This design comes from an exercise in tuning for small area on the open sky130 flow, not from production work.
Where RTL was checked, it was by simulation tests only, not by an equivalence proof against the original.

==> trial 70 <==
==> flow/design.v <==
module soc16_regfile (
    input  wire        clk,
    input  wire [3:0]  ra_addr,
    output wire        ra_bit,
    input  wire [3:0]  rb_addr,
    output wire        rb_bit,
    input  wire        we,
    input  wire [3:0]  waddr,
    input  wire        wbit
);
    wire [15:0] outs;
    assign outs[0] = 1'b0;
    genvar i;
    generate
        for (i = 1; i < 16; i = i + 1) begin : g_reg
            reg [15:0] ring;
            always @(posedge clk)
                ring <= {(we && waddr == i) ? wbit : ring[0], ring[15:1]};
            assign outs[i] = ring[0];
        end
    endgenerate
    assign ra_bit = outs[ra_addr];
    assign rb_bit = outs[rb_addr];
endmodule
module soc16_divider (
    input  wire        is_div,
    input  wire        first,      
    input  wire [15:0] r,
    input  wire        qmsb,       
    input  wire [15:0] d,
    output wire [15:0] s,
    output wire        digit,      
    output wire        range_err   
);
    wire        sub = is_div ? (r[15] == d[15]) : first;
    wire        en  = is_div | qmsb;
    wire [17:0] xa = {r[15], r, is_div & qmsb};
    wire [17:0] xb;
    wire [18:0] c;
    wire [17:0] s18;
    assign c[0] = en & sub;
    genvar i;
    generate
        for (i = 0; i < 18; i = i + 1) begin : g_add
            assign xb[i]    = en & (d[(i < 16) ? i : 15] ^ sub);
            assign s18[i]   = xa[i] ^ xb[i] ^ c[i];
            assign c[i + 1] = (xa[i] & xb[i]) | (xa[i] & c[i]) | (xb[i] & c[i]);
        end
    endgenerate
    assign s         = s18[15:0];
    assign digit     = sub;
    assign range_err = !((s18[17:15] == 3'b000) || (s18[17:15] == 3'b111));
endmodule
module soc16_core (
    input  wire        clk,
    input  wire        rst,           
    input  wire [8:0]  code_size,     
    output wire        mem_req,
    output wire        mem_we,
    output wire [7:0]  mem_addr,
    output wire [15:0] mem_wdata,
    input  wire        mem_ready,
    input  wire [15:0] mem_rdata,
    output wire        in_req,
    input  wire        in_valid,
    input  wire        in_eof,
    input  wire        in_abort,
    input  wire [15:0] in_data,
    output wire        out_valid,
    output wire [15:0] out_data,
    input  wire        cancel,
    output wire        halted,
    output wire        faulted,
    output reg  [3:0]  fault_code,
    output wire [15:0] fault_pc,
    output wire [15:0] fault_word
);
    localparam [3:0] S_FETCH = 4'd0,    
                     S_WAIT  = 4'd1,    
                     S_P1    = 4'd2,    
                     S_END   = 4'd3,    
                     S_MEM   = 4'd4,    
                     S_IN    = 4'd5,    
                     S_WAITW = 4'd6,    
                     S_WB    = 4'd7,    
                     S_CMP   = 4'd8,    
                     S_HALT  = 4'd9,
                     S_FIR0  = 4'd12,   
                     S_FIR1  = 4'd13,   
                     S_FOOB  = 4'd14,   
                     S_FCAN  = 4'd15;   
    reg [3:0]  state;
    reg [3:0]  ph;
    reg [8:0]  pc;         
    reg [15:0] ir;
    reg [15:0] q;          
    reg [15:0] d;          
    reg [15:0] r;          
    reg        zf;         
    reg        sf;         
    reg        cy;         
    reg        pcy;        
    wire [3:0] op = ir[15:12];
    wire ph0  = (ph == 4'd0);
    wire ph15 = (ph == 4'd15);
    wire op_sys   = (op == 4'h0);
    wire op_mul   = (op == 4'h8);
    wire op_div   = (op == 4'h9);
    wire op_mod   = (op == 4'hA);
    wire op_dm    = op_div | op_mod;
    wire op_alu   = (op == 4'h1) | (op == 4'h5) | (op == 4'h6) | (op == 4'h7);
    wire op_3reg  = (op >= 4'h6) && (op <= 4'hA);
    wire op_mem   = (op == 4'h2) | (op == 4'h3) | (op == 4'h4);
    wire op_store = (op == 4'h3) | ((op == 4'h4) & ir[0]);
    wire a_bit, b_bit;
    wire [3:0] rb_addr = op_3reg ? ir[3:0] : ir[11:8];
    wire       rf_we;
    wire       wbit;
    soc16_regfile u_regfile (
        .clk     (clk),
        .ra_addr (ir[7:4]),
        .ra_bit  (a_bit),
        .rb_addr (rb_addr),
        .rb_bit  (b_bit),
        .we      (rf_we),
        .waddr   (ir[11:8]),
        .wbit    (wbit)
    );
    wire sext    = (op == 4'h1) | (op == 4'h5);
    wire imm_bit = ph[3] ? (sext & ir[7]) : ir[ph[2:0]];
    wire pc_bit  = ph[3] ? (ph[2:0] == 3'd0 && pc[8]) : pc[ph[2:0]];
    wire pcin    = ph0 | pcy;
    wire pcinc   = pc_bit ^ pcin;
    wire qs = (op_alu | (op_sys & !ir[0])) ? pcinc :
              (op_sys)                    ? b_bit :
              ((op == 4'h4) | op_3reg)    ? a_bit : imm_bit;
    wire [15:0] step_s;
    wire        step_digit;
    wire        step_err;
    soc16_divider u_divider (
        .is_div    (op_dm),
        .first     (ph0),
        .r         (r),
        .qmsb      (q[15]),
        .d         (d),
        .s         (step_s),
        .digit     (step_digit),
        .range_err (step_err)
    );
    wire r_zero = (r == 16'd0);
    wire dn_c   = !r_zero && (r[15] != d[15]);
    wire dn     = ph0 ? dn_c : sf;
    wire up     = zf;
    reg  sx, sy, scin;
    always @(*) begin
        sx = a_bit; sy = 1'b0; scin = 1'b0;
        if (state == S_WB) begin
            if (op_div) begin
                if (ph0) begin sx = !dn; sy = up; end
                else sx = sf;
            end else if (op_mod) begin
                sx = r[0]; sy = dn & d[0];
            end else if (op_mul) begin
                sx = r[0];
            end else begin
                sx = q[0];
            end
        end else begin
            if (sext) sx = imm_bit;
            if (op == 4'h5 || op == 4'h6) sy = b_bit;
            if (op == 4'h7) begin sy = !b_bit; scin = 1'b1; end
        end
    end
    wire cin  = ph0 ? scin : cy;
    wire sum  = sx ^ sy ^ cin;
    wire cout = (sx & sy) | (sx & cin) | (sy & cin);
    wire add_ovf = (sx == sy) && (sum != sx);       
    assign wbit  = (state == S_P1 && op == 4'hB) ? pcinc :
                   (sum & !(state == S_WB && op_mod && up));
    assign rf_we = (state == S_WB && !op_store && op < 4'hB) ||
                   (state == S_P1 && (op_alu || op == 4'hB));
    wire q_ovf = ((!q[0]) ^ cout) != sum;
    wire       lt_cs  = (q[8:0] < code_size);
    wire       q_hi0  = (q[15:9] == 7'd0);
    wire       tgt_ok = q_hi0 && lt_cs;
    wire       adr_ok = q_hi0 && !q[8] && !lt_cs;
    wire taken = (op == 4'hC) ? zf :
                 (op == 4'hD) ? !zf :
                 (op == 4'hE) ? (!zf && !d[15]) :
                 (op == 4'hF) ? d[15] : 1'b1;
    reg [3:0] nstate;
    reg       mreq;
    reg       q_pl;
    always @(*) begin
        nstate  = state;
        mreq    = 1'b0;
        q_pl    = 1'b0;
        case (state)
            S_FETCH: begin
                if (cancel)      nstate = S_FCAN;
                else if (!lt_cs) nstate = S_FOOB;
                else begin
                    mreq = 1'b1;
                    if (mem_ready) nstate = ph15 ? S_P1 : S_WAIT;
                end
            end
            S_WAIT:  if (ph15) nstate = S_P1;
            S_WAITW: if (ph15) nstate = S_WB;
            S_P1: if (ph15) begin
                if (op_sys) begin
                    if (ir[11:0] == 12'd0)     nstate = S_HALT;
                    else if (ir[7:0] == 8'h01) nstate = S_IN;
                    else if (ir[7:0] == 8'h02 || ir[7:0] == 8'h03) nstate = S_END;
                    else                       nstate = S_FIR0;
                end else if (op_alu) begin
                    nstate = ((op != 4'h1) && add_ovf) ? S_FIR0 : S_FETCH;
                end else if (op_mem) begin
                    nstate = S_MEM;
                end else if (op_mul) begin
                    nstate = S_CMP;
                end else if (op_dm) begin
                    nstate = (zf && !b_bit) ? S_FIR0 : S_CMP;
                end else begin
                    nstate = S_END;
                end
            end
            S_END: begin
                if (op_sys && !ir[0])  nstate = S_FETCH;      
                else if (!tgt_ok)      nstate = S_FIR0;       
                else if (taken)        nstate = S_FETCH;
                else                   nstate = S_WAITW;
            end
            S_MEM: begin
                if ((op == 4'h4 && ir[3:1] != 3'd0) || !adr_ok) nstate = S_FIR0;
                else begin
                    mreq = 1'b1;
                    if (mem_ready) begin
                        nstate = S_WAITW;
                        q_pl   = !op_store;
                    end
                end
            end
            S_IN: begin
                if (in_abort)      nstate = S_FIR0;
                else if (in_eof)   nstate = S_FIR1;
                else if (in_valid) begin nstate = S_WAITW; q_pl = 1'b1; end
            end
            S_CMP: if (ph15) begin
                if (op_mul && (sf || step_err)) nstate = S_FIR0;
                else nstate = S_WB;
            end
            S_WB: if (ph15) begin
                if (op_div && q_ovf) nstate = S_FIR1;
                else nstate = S_FETCH;
            end
            default: nstate = state;
        endcase
    end
    always @(posedge clk) begin
        if (rst) begin
            state <= S_FETCH;
            ph    <= 4'd0;
        end else begin
            state <= nstate;
            ph    <= ph + 4'd1;
        end
    end
    always @(posedge clk) begin
        if (state == S_FETCH) begin
            pc <= q[8:0];
            if (mem_ready) ir <= mem_rdata;
        end
        if (rst)
            q[8:0] <= 9'd0;
        else if (state == S_P1)
            q <= {qs, q[15:1]};
        else if (state == S_WB)
            q <= {pcinc, q[15:1]};
        else if (state == S_CMP)
            q <= {q[14:0], step_digit};
        else if (q_pl)
            q <= (state == S_IN) ? in_data : mem_rdata;
        if (state == S_P1 || state == S_WB)
            d <= {b_bit, d[15:1]};
        if (state == S_CMP)
            r <= step_s;
        else if (state == S_P1)
            r <= {16{a_bit & op_dm}};
        else
            r <= {1'b0, r[15:1]};
        if (state == S_P1)
            zf <= (ph0 | zf) & !b_bit;
        else if (state == S_CMP)
            zf <= (r_zero | zf) & !q[15] & d[15];
        if (state == S_P1)
            sf <= 1'b0;
        else if (state == S_CMP)
            sf <= sf | step_err;
        else if (state == S_WB)
            sf <= op_div ? q[0] : dn;
        cy  <= cout;
        pcy <= pc_bit & pcin;
    end
    assign mem_req   = mreq;
    assign mem_we    = (state == S_MEM) && op_store;
    assign mem_addr  = q[7:0];
    assign mem_wdata = d;
    assign in_req    = (state == S_IN);
    assign out_valid = (state == S_END) && op_sys && !ir[0];
    assign out_data  = d;
    assign halted    = (state == S_HALT);
    assign faulted   = (state[3:2] == 2'b11);
    assign fault_pc  = {7'd0, pc};
    assign fault_word = ir;
    always @(*) begin
        case (state)
            S_FOOB: fault_code = 4'd1;
            S_FCAN: fault_code = 4'd8;
            default: begin
                case (op)
                    4'h0:    fault_code = (ir[7:0] == 8'h01) ? ((state == S_FIR1) ? 4'd9 : 4'd8) :
                                          (ir[7:0] == 8'h03) ? 4'd3 : 4'd7;
                    4'h2, 4'h3: fault_code = 4'd4;
                    4'h4:    fault_code = (ir[3:1] != 3'd0) ? 4'd7 : 4'd4;
                    4'h9:    fault_code = (state == S_FIR1) ? 4'd6 : 4'd5;
                    4'hA:    fault_code = 4'd5;
                    4'hB, 4'hC, 4'hD, 4'hE, 4'hF: fault_code = 4'd3;
                    default: fault_code = 4'd6;
                endcase
            end
        endcase
    end
endmodule
==> flow/flow/run.sh <==
#!/bin/bash
# Layout: the standard ORFS flow, with two changes that only shrink
# buffering overhead:
#  - port buffers use the smallest buffer (sky130_fd_sc_hd__buf_1) instead of
#    the delay cell buffer_ports picks on its own;
#  - clock tree synthesis uses small clock buffers and inserts no dummy loads.
# Every input and output port still gets its buffer, and the clock reaches the
# registers through the synthesized clock tree.
set -euo pipefail
bash standard.sh \
  "BUFFER_PORTS_ARGS=-buffer_cell sky130_fd_sc_hd__buf_1" \
  "CTS_ARGS=-sink_clustering_enable -repair_clock_nets -dont_use_dummy_load -sink_clustering_size 10 -sink_clustering_max_diameter 50 -buf_list {sky130_fd_sc_hd__clkbuf_4}" \
  finish > standard_flow.log 2>&1
==> flow/standard.sh <==
#!/bin/bash
# synth_recipe.tcl (not shown) runs the flow's synth.tcl, then flattens the netlist and writes it again
# the make line also repeats each setting of config.mk as NAME=value (left out here)
make -C /OpenROAD-flow-scripts/flow DESIGN_CONFIG=/design/flow/config.mk WORK_HOME=/design/flow/orfs CLKGATE_MAP_FILE= SYNTH_SCRIPT=/design/flow/synth_recipe.tcl "${@:-finish}"
==> flow/config.mk <==
export PLATFORM = sky130hd
export DESIGN_NAME = soc16_core
export DESIGN_NICKNAME = soc16_core
export VERILOG_FILES = /design/flow/design.v
export SDC_FILE = /design/flow/constraint.sdc
export NUM_CORES = 4
export LEC_CHECK = 0
export ABC_AREA = 1
export CAP_MARGIN = 20
export CORE_MARGIN = 2
export CORE_UTILIZATION = 70
export SLEW_MARGIN = 20
==> flow/constraint.sdc <==
create_clock -name core_clock -period 16.0 [get_ports {clk}]
set_input_delay 3.2000 -clock core_clock [delete_from_list [all_inputs] [get_ports {clk}]]
set_output_delay 3.2000 -clock core_clock [all_outputs]
set_load 0.01 [all_outputs]
==> inputs of build 75, as changes to trial 70 <==
==> flow/design.v, changed modules only <==
module soc16_core (
    input  wire        clk,
    input  wire        rst,           
    input  wire [8:0]  code_size,     
    output wire        mem_req,
    output wire        mem_we,
    output wire [7:0]  mem_addr,
    output wire [15:0] mem_wdata,
    input  wire        mem_ready,
    input  wire [15:0] mem_rdata,
    output wire        in_req,
    input  wire        in_valid,
    input  wire        in_eof,
    input  wire        in_abort,
    input  wire [15:0] in_data,
    output wire        out_valid,
    output wire [15:0] out_data,
    input  wire        cancel,
    output wire        halted,
    output wire        faulted,
    output reg  [3:0]  fault_code,
    output wire [15:0] fault_pc,
    output wire [15:0] fault_word
);
    localparam [3:0] S_FETCH = 4'd0,    
                     S_WAIT  = 4'd1,    
                     S_P1    = 4'd2,    
                     S_END   = 4'd3,    
                     S_MEM   = 4'd4,    
                     S_IN    = 4'd5,    
                     S_WAITW = 4'd6,    
                     S_WB    = 4'd7,    
                     S_CMP   = 4'd8,    
                     S_HALT  = 4'd9,
                     S_FIR0  = 4'd12,   
                     S_FIR1  = 4'd13,   
                     S_FOOB  = 4'd14,   
                     S_FCAN  = 4'd15,   
                     S_NEXT  = 4'd10;   
    reg [3:0]  state;
    reg [3:0]  ph;
    reg [8:0]  pc;         
    reg [15:0] ir;
    reg [15:0] q;
    reg [15:0] d;          
    reg [15:0] r;          
    reg        zf;         
    reg        sf;         
    reg        cy;         
    wire [3:0] op = ir[15:12];
    wire ph0  = (ph == 4'd0);
    wire ph15 = (ph == 4'd15);
    wire op_sys   = (op == 4'h0);
    wire op_div   = (op == 4'h9);
    wire op_mod   = (op == 4'hA);
    wire op_mul   = (op == 4'h8);
    wire op_dm    = op_div | op_mod;
    wire op_arith = (op == 4'h5) | (op == 4'h6) | (op == 4'h7);
    wire op_3reg  = (op >= 4'h6) && (op <= 4'hA);
    wire op_ctl   = (op >= 4'hB);
    wire op_mem   = (op == 4'h2) | (op == 4'h3) | (op == 4'h4);
    wire op_useA  = (op == 4'h4) | op_3reg;
    wire a_bit, b_bit;
    wire [3:0] rb_addr = op_3reg ? ir[3:0] : ir[11:8];
    wire       rf_we;
    wire       wbit;
    soc16_regfile u_regfile (
        .clk     (clk),
        .ra_addr (ir[7:4]),
        .ra_bit  (a_bit),
        .rb_addr (rb_addr),
        .rb_bit  (b_bit),
        .we      (rf_we),
        .waddr   (ir[11:8]),
        .wbit    (wbit)
    );
    wire sext    = (op == 4'h1) | (op == 4'h5);
    wire imm_bit = ph[3] ? (sext & ir[7]) : ir[ph[2:0]];
    wire pc_bit  = ph[3] ? (ph[2:0] == 3'd0 && pc[8]) : pc[ph[2:0]];
    wire xs = op_sys ? b_bit : (op_useA ? a_bit : imm_bit);
    wire [15:0] step_s;
    wire        step_digit;
    wire        step_err;
    soc16_divider u_divider (
        .is_div    (op_dm),
        .first     (ph0),
        .r         (r),
        .qmsb      (q[15]),
        .d         (d),
        .s         (step_s),
        .digit     (step_digit),
        .range_err (step_err)
    );
    wire dn_c = (r != 16'd0) && (r[15] != d[15]);    
    wire up_c = (r == d);                           
    wire dn   = ph0 ? dn_c : sf;
    wire up   = ph0 ? up_c : zf;
    reg  sx, sy, scin;
    always @(*) begin
        sx = xs; sy = 1'b0; scin = 1'b0;
        if (state == S_WB) begin
            if (op_div) begin
                if (ph0) begin sx = !dn; sy = up; end
                else sx = q[0];
            end else if (op_mod) begin
                sx = r[0]; sy = dn & d[0];
            end else if (op_mul) begin
                sx = r[0];
            end else begin
                sx = q[0];
            end
        end else begin
            if (op == 4'hB) begin sx = pc_bit; scin = 1'b1; end
            if (op == 4'h5 || op == 4'h6) sy = b_bit;
            if (op == 4'h7) begin sy = !b_bit; scin = 1'b1; end
        end
    end
    wire cin  = ph0 ? scin : cy;
    wire sum  = sx ^ sy ^ cin;
    wire cout = (sx & sy) | (sx & cin) | (sy & cin);
    wire add_ovf = (sx == sy) && (sum != sx);       
    assign wbit  = sum & !(state == S_WB && op_mod && up);
    assign rf_we = (state == S_WB) ||
                   (state == S_P1 && (op == 4'h1 || op_arith || op == 4'hB));
    wire q_ovf = ((!q[1]) ^ cout) != sum;
    wire       lt_cs  = (q[8:0] < code_size);
    wire       q_hi0  = (q[15:9] == 7'd0);
    wire       tgt_ok = q_hi0 && lt_cs;
    wire       adr_ok = q_hi0 && !q[8] && !lt_cs;
    wire taken = (op == 4'hC) ? zf :
                 (op == 4'hD) ? !zf :
                 (op == 4'hE) ? (!zf && !d[15]) :
                 (op == 4'hF) ? d[15] : 1'b1;
    wire [8:0] pc_inc = pc + 9'd1;
    reg [3:0] nstate;
    reg       pc_step;
    reg       mreq;
    reg       q_pl;
    always @(*) begin
        nstate  = state;
        pc_step = 1'b0;
        mreq    = 1'b0;
        q_pl    = 1'b0;
        case (state)
            S_FETCH: begin
                if (cancel)      nstate = S_FCAN;
                else if (!lt_cs) nstate = S_FOOB;
                else begin
                    mreq = 1'b1;
                    if (mem_ready) nstate = ph15 ? S_P1 : S_WAIT;
                end
            end
            S_WAIT:  if (ph15) nstate = S_P1;
            S_WAITW: if (ph15) nstate = S_WB;
            S_P1: if (ph15) begin
                if (op_sys) begin
                    if (ir[11:0] == 12'd0)     nstate = S_HALT;
                    else if (ir[7:0] == 8'h01) nstate = S_IN;
                    else if (ir[7:0] == 8'h02 || ir[7:0] == 8'h03) nstate = S_END;
                    else                       nstate = S_FIR0;
                end else if (op == 4'h1) begin
                    nstate = S_FETCH; pc_step = 1'b1;
                end else if (op_arith) begin
                    if (add_ovf) nstate = S_FIR0;
                    else begin nstate = S_FETCH; pc_step = 1'b1; end
                end else if (op_mem) begin
                    nstate = S_MEM;
                end else if (op_mul) begin
                    nstate = S_CMP;
                end else if (op_dm) begin
                    nstate = (zf && !b_bit) ? S_FIR0 : S_CMP;
                end else begin
                    nstate = S_END;
                end
            end
            S_END: begin
                if (op_sys && ir[1:0] == 2'd2) begin         
                    nstate = S_FETCH; pc_step = 1'b1;
                end else if (!tgt_ok) begin                  
                    nstate = S_FIR0;
                end else begin
                    nstate = S_FETCH;
                    if (!taken) pc_step = 1'b1;
                end
            end
            S_MEM: begin
                if ((op == 4'h4 && ir[3:1] != 3'd0) || !adr_ok) nstate = S_FIR0;
                else begin
                    mreq = 1'b1;
                    if (mem_ready) begin
                        if (mem_we) begin nstate = S_FETCH; pc_step = 1'b1; end
                        else begin nstate = S_WAITW; q_pl = 1'b1; end
                    end
                end
            end
            S_IN: begin
                if (in_abort)      nstate = S_FIR0;
                else if (in_eof)   nstate = S_FIR1;
                else if (in_valid) begin nstate = S_WAITW; q_pl = 1'b1; end
            end
            S_CMP: if (ph15) begin
                if (op_mul && (sf || step_err)) nstate = S_FIR0;
                else nstate = S_WB;
            end
            S_WB: if (ph15) begin
                if (op_div && q_ovf) nstate = S_FIR1;
                else begin nstate = S_FETCH; pc_step = 1'b1; end
            end
            S_NEXT: begin nstate = S_FETCH; pc_step = 1'b1; end
            default: nstate = state;
        endcase
    end
    always @(posedge clk) begin
        if (rst) begin
            state <= S_NEXT;
            ph    <= 4'd0;
            pc    <= 9'h1FF;
        end else begin
            state <= nstate;
            ph    <= ph + 4'd1;
            if (state == S_FETCH) pc <= q[8:0];
        end
    end
    always @(posedge clk) begin
        if (state == S_FETCH && mem_ready)
            ir <= mem_rdata;
        if (pc_step)
            q <= {7'd0, pc_inc};
        else if (state == S_P1)
            q <= {xs, q[15:1]};
        else if (state == S_CMP)
            q <= {q[14:0], step_digit};
        else if (state == S_WB && !(op_div && ph0))
            q <= {1'b0, q[15:1]};
        else if (q_pl)
            q <= (state == S_IN) ? in_data : mem_rdata;
        if (state == S_P1 || state == S_WB)
            d <= {b_bit, d[15:1]};
        if (state == S_CMP)
            r <= step_s;
        else if (state == S_P1)
            r <= {16{xs & op_dm}};
        else
            r <= {1'b0, r[15:1]};
        if (state == S_P1)
            zf <= (ph0 | zf) & !b_bit;
        else if (state == S_WB && ph0)
            zf <= up_c;
        if (state == S_P1)
            sf <= 1'b0;
        else if (state == S_CMP)
            sf <= sf | step_err;
        else if (state == S_WB && ph0)
            sf <= dn_c;
        cy <= cout;
    end
    assign mem_req   = mreq;
    assign mem_we    = (state == S_MEM) &&
                       (op == 4'h3 || (op == 4'h4 && ir[0]));
    assign mem_addr  = q[7:0];
    assign mem_wdata = d;
    assign in_req    = (state == S_IN);
    assign out_valid = (state == S_END) && op_sys && (ir[1:0] == 2'd2);
    assign out_data  = q;
    assign halted    = (state == S_HALT);
    assign faulted   = (state[3:2] == 2'b11);
    assign fault_pc  = {7'd0, pc};
    assign fault_word = ir;
    always @(*) begin
        case (state)
            S_FOOB: fault_code = 4'd1;
            S_FCAN: fault_code = 4'd8;
            default: begin
                case (op)
                    4'h0:    fault_code = (ir[7:0] == 8'h01) ? ((state == S_FIR1) ? 4'd9 : 4'd8) :
                                          (ir[7:0] == 8'h03) ? 4'd3 : 4'd7;
                    4'h2, 4'h3: fault_code = 4'd4;
                    4'h4:    fault_code = (ir[3:1] != 3'd0) ? 4'd7 : 4'd4;
                    4'h9:    fault_code = (state == S_FIR1) ? 4'd6 : 4'd5;
                    4'hA:    fault_code = 4'd5;
                    4'hB, 4'hC, 4'hD, 4'hE, 4'hF: fault_code = 4'd3;
                    default: fault_code = 4'd6;
                endcase
            end
        endcase
    end
endmodule
--- a/flow/flow/run.sh
+++ b/flow/flow/run.sh
@@ -9,5 +9,5 @@
 set -euo pipefail
 bash standard.sh \
   "BUFFER_PORTS_ARGS=-buffer_cell sky130_fd_sc_hd__buf_1" \
-  "CTS_ARGS=-sink_clustering_enable -repair_clock_nets -dont_use_dummy_load -sink_clustering_size 10 -sink_clustering_max_diameter 50 -buf_list {sky130_fd_sc_hd__clkbuf_4}" \
+  "CTS_ARGS=-sink_clustering_enable -repair_clock_nets -dont_use_dummy_load -buf_list {sky130_fd_sc_hd__clkbuf_4 sky130_fd_sc_hd__clkbuf_8}" \
   finish > standard_flow.log 2>&1
ABC_AREA = unset   (was 1)
CORE_UTILIZATION = 40   (was 70)
==> flow_summary.yaml <==
cells_and_area:
  seq_share: 0.587
  multi_input_gates: 582
timing:
  fin_crit_sh: 0.630
critical_path:
  critPathBufInv: 7
  critPathCapture: "state[1]$_SDFFE_PP0P_"
  critPathRequiredTime_ns: 16.54
  cp_max_fo: 17
detailed_routing:
  finalWirelength_um: 24900
  dr.pass1.iters: 7
cts:
  clkLatencyLatePin_ns: 0.64
  clk_root_buffer_cell: "clkbuf_4"
place:
  place_congestion: 1.00
  post-place-cells: 1382
  hpwl_um: 18400
run_status:
  status: "timing/DRC/antenna clean"
floorplanning:
  rows: 46
yosys:
  synth_top_family_by_area: "simple AND/OR/NAND/NOR gates"
The numbers above come from trial 70.

==> flow_summary.yaml <==
cts:
  clk_root_buffer_cell: "clkbuf_8"
  clkLatencyLatePin_ns: 0.57
critical_path:
  cp_max_fo: 23
  critPathRequiredTime_ns: 16.38
  crit_slowest_cell: "edfxtp_1"
  critPathCapture: "state[1]$_SDFFE_PP1P_"
  critical_path_class: "reg -> reg"
timing:
  fin_crit_sh: 0.676
  setup_tns_ns: 0
  hold_slack_ns: 0.280
place:
  place_congestion: 0.930
cells_and_area:
  multi_input_gates: 628
  seq_share: 0.522
floorplanning:
  rows: 63
detailed_routing:
  met1Wirelength_um: 13600
  finalWirelength_um: 29600
yosys:
  synth_top_family_by_area: "compound AO/OA/AOI/OAI gates"
run_status:
  status: "timing/DRC/antenna clean"
The numbers above come from build 75.

Function not checked in build 75: the RTL went through the layout flow alone.

re-timing with driven ports:
In the flow no input, the clock included, has a driving cell. The finished layouts below were timed again as built, in two steps.
Step 1, drivers: a clkbuf_16 drives clk and a buf_2 each remaining input, both assumed.
Step 2 also shifts input and output timing later by t, the mid clock arrival at the registers, as if the neighbouring blocks saw the same clock.
a / b / c = ideal / step 1 / step 2; a / b = the first two.
run | t (ns) | setup WS [ns] | hold slack, ns | worst register clock-pin slew, ns | cell pins on the clock port's net
trial 70 | 0.651 | 5.919 / 5.919 / 5.919 | 0.320 / 0.320 / 0.320 | 0.11 / 0.11 | 1
build 75 | 0.577 | 5.184 / 5.184 / 5.184 | 0.280 / 0.280 / 0.280 | 0.06 / 0.06 | 1
After both steps setup and hold are still met in every run listed.
